This design comes from an exercise in tuning for small area, a short achievable clock period and few clock cycles per item on the open sky130 flow, not from production work. At most, simulation tests tie the RTL to the original design; equivalence was not proved. Power and IR drop assume default switching activity.

rev 12:
Design bcmseq, start of the top module:
module bcmseq #(
    parameter [15:0] BASE_LOOP_TICKS = 16'd8,
    parameter [15:0] CALL_OVERHEAD   = 16'd2,
    parameter [15:0] FIRST_INTERVAL  = 16'd100
) (
    input  wire        clk,
    input  wire        rst,
    input  wire        cmd_valid,
    input  wire [51:0] cmd,
    output reg         cmd_ready,
    output reg         rsp_valid,
    output wire [7:0]  rsp,
    input  wire [1:0]  rot,
    output reg         hm_en,
    output reg         hm_we,
    output reg  [10:0] hm_addr,
    output wire [7:0]  hm_wdata,
    input  wire [7:0]  hm_rdata,
    output reg         sm_en,
    output reg  [10:0] sm_addr,
    input  wire [7:0]  sm_rdata,
    output reg         tmr_load,
    output wire [15:0] tmr_period,
    output reg         tmr_stop,
    input  wire        tmr_expire,
    output reg         p_blank,
    output reg         p_lat,
    output reg         p_clk,
    output reg  [3:0]  p_addr,
    output reg  [5:0]  p_data
);
Size in the first run: ~580 cells after synthesis, roughly 110 flip-flops, ~0.0054 mm² of cells after synthesis.
export LEC_CHECK = 0
export CAP_MARGIN = 20
export CORE_MARGIN = 2
export CORE_UTILIZATION = 40
export SETUP_SLACK_MARGIN = 3.5
export SLEW_MARGIN = 20
create_clock -name core_clock -period 6.0 [get_ports {clk}]
run.sh (not shown) runs the stock make flow with config.mk's settings and CLKGATE_MAP_FILE= SYNTH_SCRIPT=/design/flow/synth_recipe.tcl, a recipe that flattens the netlist after the stock synthesis.
Rev 12 completed end to end with timing, DRC and antenna clean.
### rev 12 -> rev 13
Settings: setting ABC_CLOCK_PERIOD_IN_PS to 2000 for the first time.
[summary]
- Compared with rev 12, in rev 13 number of non-filler instances in the completed layout now sits at about the same level; final instance area now sits at about the same level.
- Reported for rev 13 and rev 12, number of non-clock buffers turned out identical to the last digit.
- Total of clock buffers placed in the layout: rev 12 vs rev 13 identical
- From rev 12 to rev 13, post-synthesis adder-cell area fraction did not move at all.
- Rev 13 against rev 12: die area held steady; routed wire length stayed essentially flat.
- On initial antenna violation count, rev 13 and rev 12 are neck and neck.
- Diff rev 13..rev 12 | global routing usage summed across all routing layers | unchanged
No functional check of the RTL was part of any run of this note.

## run 1
bcmseq, a different RTL version from the one above (not shown whole).
Size: roughly 110 flip-flops, ~150 I/O pins, ~0.0056 sq mm of cells after synthesis.
clock: 6.0 ns
lec_check: 0
cap_margin: 20
core_margin: 2
core_utilization: 40
cts_buf_list: sky130_fd_sc_hd__clkbuf_8
cts_cluster_size: 20
setup_slack_margin: 4.2
slew_margin: 20
buffer_ports_args: -buffer_cell sky130_fd_sc_hd__buf_1
standard.sh (not shown) runs the stock make flow with config.mk's settings and CLKGATE_MAP_FILE= SYNTH_SCRIPT=/design/flow/synth_recipe.tcl, a recipe that flattens the netlist after the stock synthesis.
==> flow/flow/run.sh <==
#!/bin/bash
# Standard layout, with the port buffers that buffer_ports inserts made
# sky130_fd_sc_hd__buf_1 (the resizer may still size them up) instead of the
# delay cell it picks by default. Every port still gets its own buffer.
set -euo pipefail
echo 'export BUFFER_PORTS_ARGS = -buffer_cell sky130_fd_sc_hd__buf_1' >> config.mk
bash standard.sh > standard_flow.log 2>&1
Run 1 | stages: all done | timing, DRC, antenna: all pass
Testbench counts of run 1, summed over its fixed seeds: cycles 49,192, ticks 768.
> inputs changed (run 1 -> run 2)
diff --git a/flow/config.mk b/flow/config.mk
--- a/flow/config.mk
+++ b/flow/config.mk
@@ -7,2 +7,3 @@
 export LEC_CHECK = 0
+export ABC_AREA = 1
 export CAP_MARGIN = 20
@@ -12,3 +13,3 @@
 export CTS_CLUSTER_SIZE = 20
-export SETUP_SLACK_MARGIN = 4.2
+export SETUP_SLACK_MARGIN = 3.9
 export SLEW_MARGIN = 20
[summary]
Diff run 1..run 2 | die span in y | negligible. The area taken by flip-flops and latches number comes out lower for run 2 vs run 1. Critical path depth on run 2 is down relative to run 1. The clock network fraction of design power in run 2 sits 1.3 points above the value recorded for run 1. Of the two values seen for leading cell type in the layout, fill and taps excluded, sky130_fd_sc_hd__buf_1 was produced by run 1 and sky130_fd_sc_hd__nand2_1 by run 2. Compared with run 1, global-route wire length before repair in run 2 decreased by a few percent. Summary of run 2 over run 1: layout filler cell count picked up an extra about 12%; post-route standard cell area excluding fillers lost 13%. Via count (run 2 over run 1): increase, 95.
The inputs of run 3 differ from those of run 2 as listed below.
==> flow/flow/run.sh <==
#!/bin/bash
# Standard layout, with the port buffers that buffer_ports inserts made
# sky130_fd_sc_hd__buf_1 (the resizer may still size them up) instead of the
# delay cell it picks by default, and power recovery (downsizing of gates off
# the critical paths) after global routing's timing repair. Every port still
# gets its own buffer.
set -euo pipefail
echo 'export BUFFER_PORTS_ARGS = -buffer_cell sky130_fd_sc_hd__buf_1' >> config.mk
echo 'export RECOVER_POWER = 100' >> config.mk
bash standard.sh > standard_flow.log 2>&1
diff --git a/flow/config.mk b/flow/config.mk
--- a/flow/config.mk
+++ b/flow/config.mk
@@ -7,3 +7,2 @@
 export LEC_CHECK = 0
-export ABC_AREA = 1
 export CAP_MARGIN = 20
@@ -13,4 +12,5 @@
 export CTS_CLUSTER_SIZE = 20
-export SETUP_SLACK_MARGIN = 3.9
+export SETUP_SLACK_MARGIN = 3.8
 export SLEW_MARGIN = 20
 export BUFFER_PORTS_ARGS = -buffer_cell sky130_fd_sc_hd__buf_1
+export RECOVER_POWER = 100
Results
What the final checks of run 3 revealed, after a flow that finished every stage, was a layout that fails on max-capacitance violations, max-slew violations. Run 3: data required time at the worst endpoint is 1.47 ns higher than what run 2 reported. On run 3: proportion of layout cells with a drive suffix above 1 is 8.9 points lower than what run 2 gave. The lower overall routing resource usage came out of run 3. Compared with run 2, via count in run 3 decreased by a few percent.
Inputs modified between run 3 and run 4:
==> flow/flow/run.sh <==
#!/bin/bash
# Standard layout, with the port buffers that buffer_ports inserts made
# sky130_fd_sc_hd__buf_1 (the resizer may still size them up) instead of the
# delay cell it picks by default. Every port still gets its own buffer.
set -euo pipefail
echo 'export BUFFER_PORTS_ARGS = -buffer_cell sky130_fd_sc_hd__buf_1' >> config.mk
bash standard.sh > standard_flow.log 2>&1
diff --git a/flow/config.mk b/flow/config.mk
--- a/flow/config.mk
+++ b/flow/config.mk
@@ -10,7 +10,4 @@
 export CORE_UTILIZATION = 40
-export CTS_BUF_LIST = sky130_fd_sc_hd__clkbuf_8
-export CTS_CLUSTER_SIZE = 20
-export SETUP_SLACK_MARGIN = 3.8
+export SETUP_SLACK_MARGIN = 3.5
 export SLEW_MARGIN = 20
 export BUFFER_PORTS_ARGS = -buffer_cell sky130_fd_sc_hd__buf_1
-export RECOVER_POWER = 100
### Flow results
- Looking across run 4 and run 3, the single run that reached the end with no open violations was run 4.
- Run 3 ran in full, but the layout does not pass; the checks complain about max-capacitance violations, max-slew violations.
- Diff run 3 -> run 4: sequential share of layout area flat; cell area after placement down 0.55%; first-iteration DRC count down about 13%; time the worst path needs with I/O delays and setup down 1.31 ns.
- Compare run 4 and run 3 | setup slack higher: run 4
- On run 4: share of power burned in combinational logic is 2.6 points lower than what run 3 gave.
- In run 4 the non-clock buffer count turned out about 9% lower than in run 3.

quartz:
bcmseq, a different RTL version from the one above (not shown whole).
Size in the first run: about 110 flip-flops, roughly 5400 sq um of cells after synthesis.
==> flow/config.mk <==
export PLATFORM = sky130hd
export DESIGN_NAME = bcmseq
export DESIGN_NICKNAME = bcmseq
export VERILOG_FILES = /design/flow/design.v
export SDC_FILE = /design/flow/constraint.sdc
export NUM_CORES = 4
export LEC_CHECK = 0
export ABC_AREA = 1
export CAP_MARGIN = 20
export CORE_MARGIN = 2
export CORE_UTILIZATION = 40
export CTS_BUF_LIST = sky130_fd_sc_hd__clkbuf_8
export CTS_CLUSTER_DIAMETER = 40
export CTS_CLUSTER_SIZE = 20
export SETUP_SLACK_MARGIN = 3.8
export SLEW_MARGIN = 20
export BUFFER_PORTS_ARGS = -buffer_cell sky130_fd_sc_hd__buf_1
==> flow/constraint.sdc <==
create_clock -name core_clock -period 6.0 [get_ports {clk}]
set_input_delay 1.2000 -clock core_clock [delete_from_list [all_inputs] [get_ports {clk}]]
set_output_delay 1.2000 -clock core_clock [all_outputs]
set_load 0.01 [all_outputs]
==> flow/flow/run.sh <==
#!/bin/bash
# Standard layout, with the port buffers that buffer_ports inserts made
# sky130_fd_sc_hd__buf_1 (the resizer may still size them up) instead of the
# delay cell it picks by default. Every port still gets its own buffer.
set -euo pipefail
echo 'export BUFFER_PORTS_ARGS = -buffer_cell sky130_fd_sc_hd__buf_1' >> config.mk
bash standard.sh > standard_flow.log 2>&1
No stage failed in quartz, and the final checks on the layout all came back clean.
Testbench counts of quartz, summed over its fixed seeds: cycles 49,192, ticks 768.
--- input diff quartz..raven ---
# quartz
export LEC_CHECK = 0
export ABC_AREA = 1
export CAP_MARGIN = 20
export CORE_MARGIN = 2
export CORE_UTILIZATION = 40
export CTS_BUF_LIST = sky130_fd_sc_hd__clkbuf_8
export CTS_CLUSTER_DIAMETER = 40
export CTS_CLUSTER_SIZE = 20
export SETUP_SLACK_MARGIN = 3.8
export SLEW_MARGIN = 20
export BUFFER_PORTS_ARGS = -buffer_cell sky130_fd_sc_hd__buf_1
create_clock -name core_clock -period 6.0 [get_ports {clk}]
# raven
export LEC_CHECK = 0
export ABC_AREA = 1
export CAP_MARGIN = 20
export CORE_MARGIN = 2
export CORE_UTILIZATION = 40
export CTS_BUF_LIST = sky130_fd_sc_hd__clkbuf_8 sky130_fd_sc_hd__clkbuf_16
export CTS_CLUSTER_SIZE = 20
export SETUP_SLACK_MARGIN = 3.8
export SLEW_MARGIN = 20
export BUFFER_PORTS_ARGS = -buffer_cell sky130_fd_sc_hd__buf_1
create_clock -name core_clock -period 6.0 [get_ports {clk}]
[summary]
Across raven and quartz, the outcome is the same: a clean finish for every run.
Of the two values seen for critical path's slowest cell, sky130_fd_sc_hd__dfxtp_1 was produced by raven and sky130_fd_sc_hd__dfxtp_2 by quartz.
raven ended with more area of all placed cells without fillers than quartz.
Against quartz, raven reports a via count normalized by instance count that is lower.
| setup slack | raven vs quartz | ≈ equal |
In raven relative to quartz, total power of the final layout had gone up by a little under 10%.
Cmp raven vs quartz: clock share of power higher in raven
Comparing raven and quartz, final cell count is higher on raven.
Leakage dissipation for raven is higher than for quartz.
quartz → raven: post-route fraction of the period consumed by the critical path did not really move; net load switching power moved up.
raven — power per unit of standard cell area 19 nW/um^2 higher, quartz as reference

## static timing again, ports no longer ideal
How much do the figures lean on ideal ports? The routed layouts below were timed once more, with nothing changed but the port constraints.
Step 1 sets driving cells, clkbuf_16 on the clock port and buf_2 on the other inputs (assumed; they add their load-dependent delay and slew).
Step 2 also shifts input and output timing later by t, the mid clock arrival at the registers, as if the neighbouring blocks saw the same clock.
Slacks: ideal / step 1 / step 2; pairs: ideal / step 1.
| run | t, ns | setup WS [ns] | worst hold slack (ns) | worst setup path at the end | cell pins on the clock port's net |
|---|---|---|---|---|---|
| rev 12 | 0.391 | 3.447 / 3.425 / 3.034 | 0.446 / 0.446 / 0.446 | input to register | 1 |
| rev 13 | 0.391 | 3.447 / 3.425 / 3.034 | 0.446 / 0.446 / 0.446 | input to register | 1 |
| run 1 | 0.418 | 3.826 / 3.806 / 3.400 | 0.475 / 0.475 / 0.475 | input to register | 1 |
| run 2 | 0.421 | 3.825 / 3.789 / 3.558 | 0.454 / 0.454 / 0.454 | input to register | 1 |
| run 3 | 0.414 | 2.361 / 2.361 / 2.361 | 0.478 / 0.478 / 0.478 | register to register | 1 |
| run 4 | 0.388 | 3.668 / 3.682 / 3.294 | 0.473 / 0.473 / 0.473 | input to register | 1 |
| quartz | 0.414 | 3.851 / 3.817 / 3.495 | 0.466 / 0.466 / 0.466 | input to register | 1 |
| raven | 0.387 | 3.851 / 3.812 / 3.507 | 0.463 / 0.463 / 0.463 | input to register | 1 |
For run 1, which loses most, drivers alone change the setup slack by -0.020 ns; drivers and shift together by -0.426 ns.
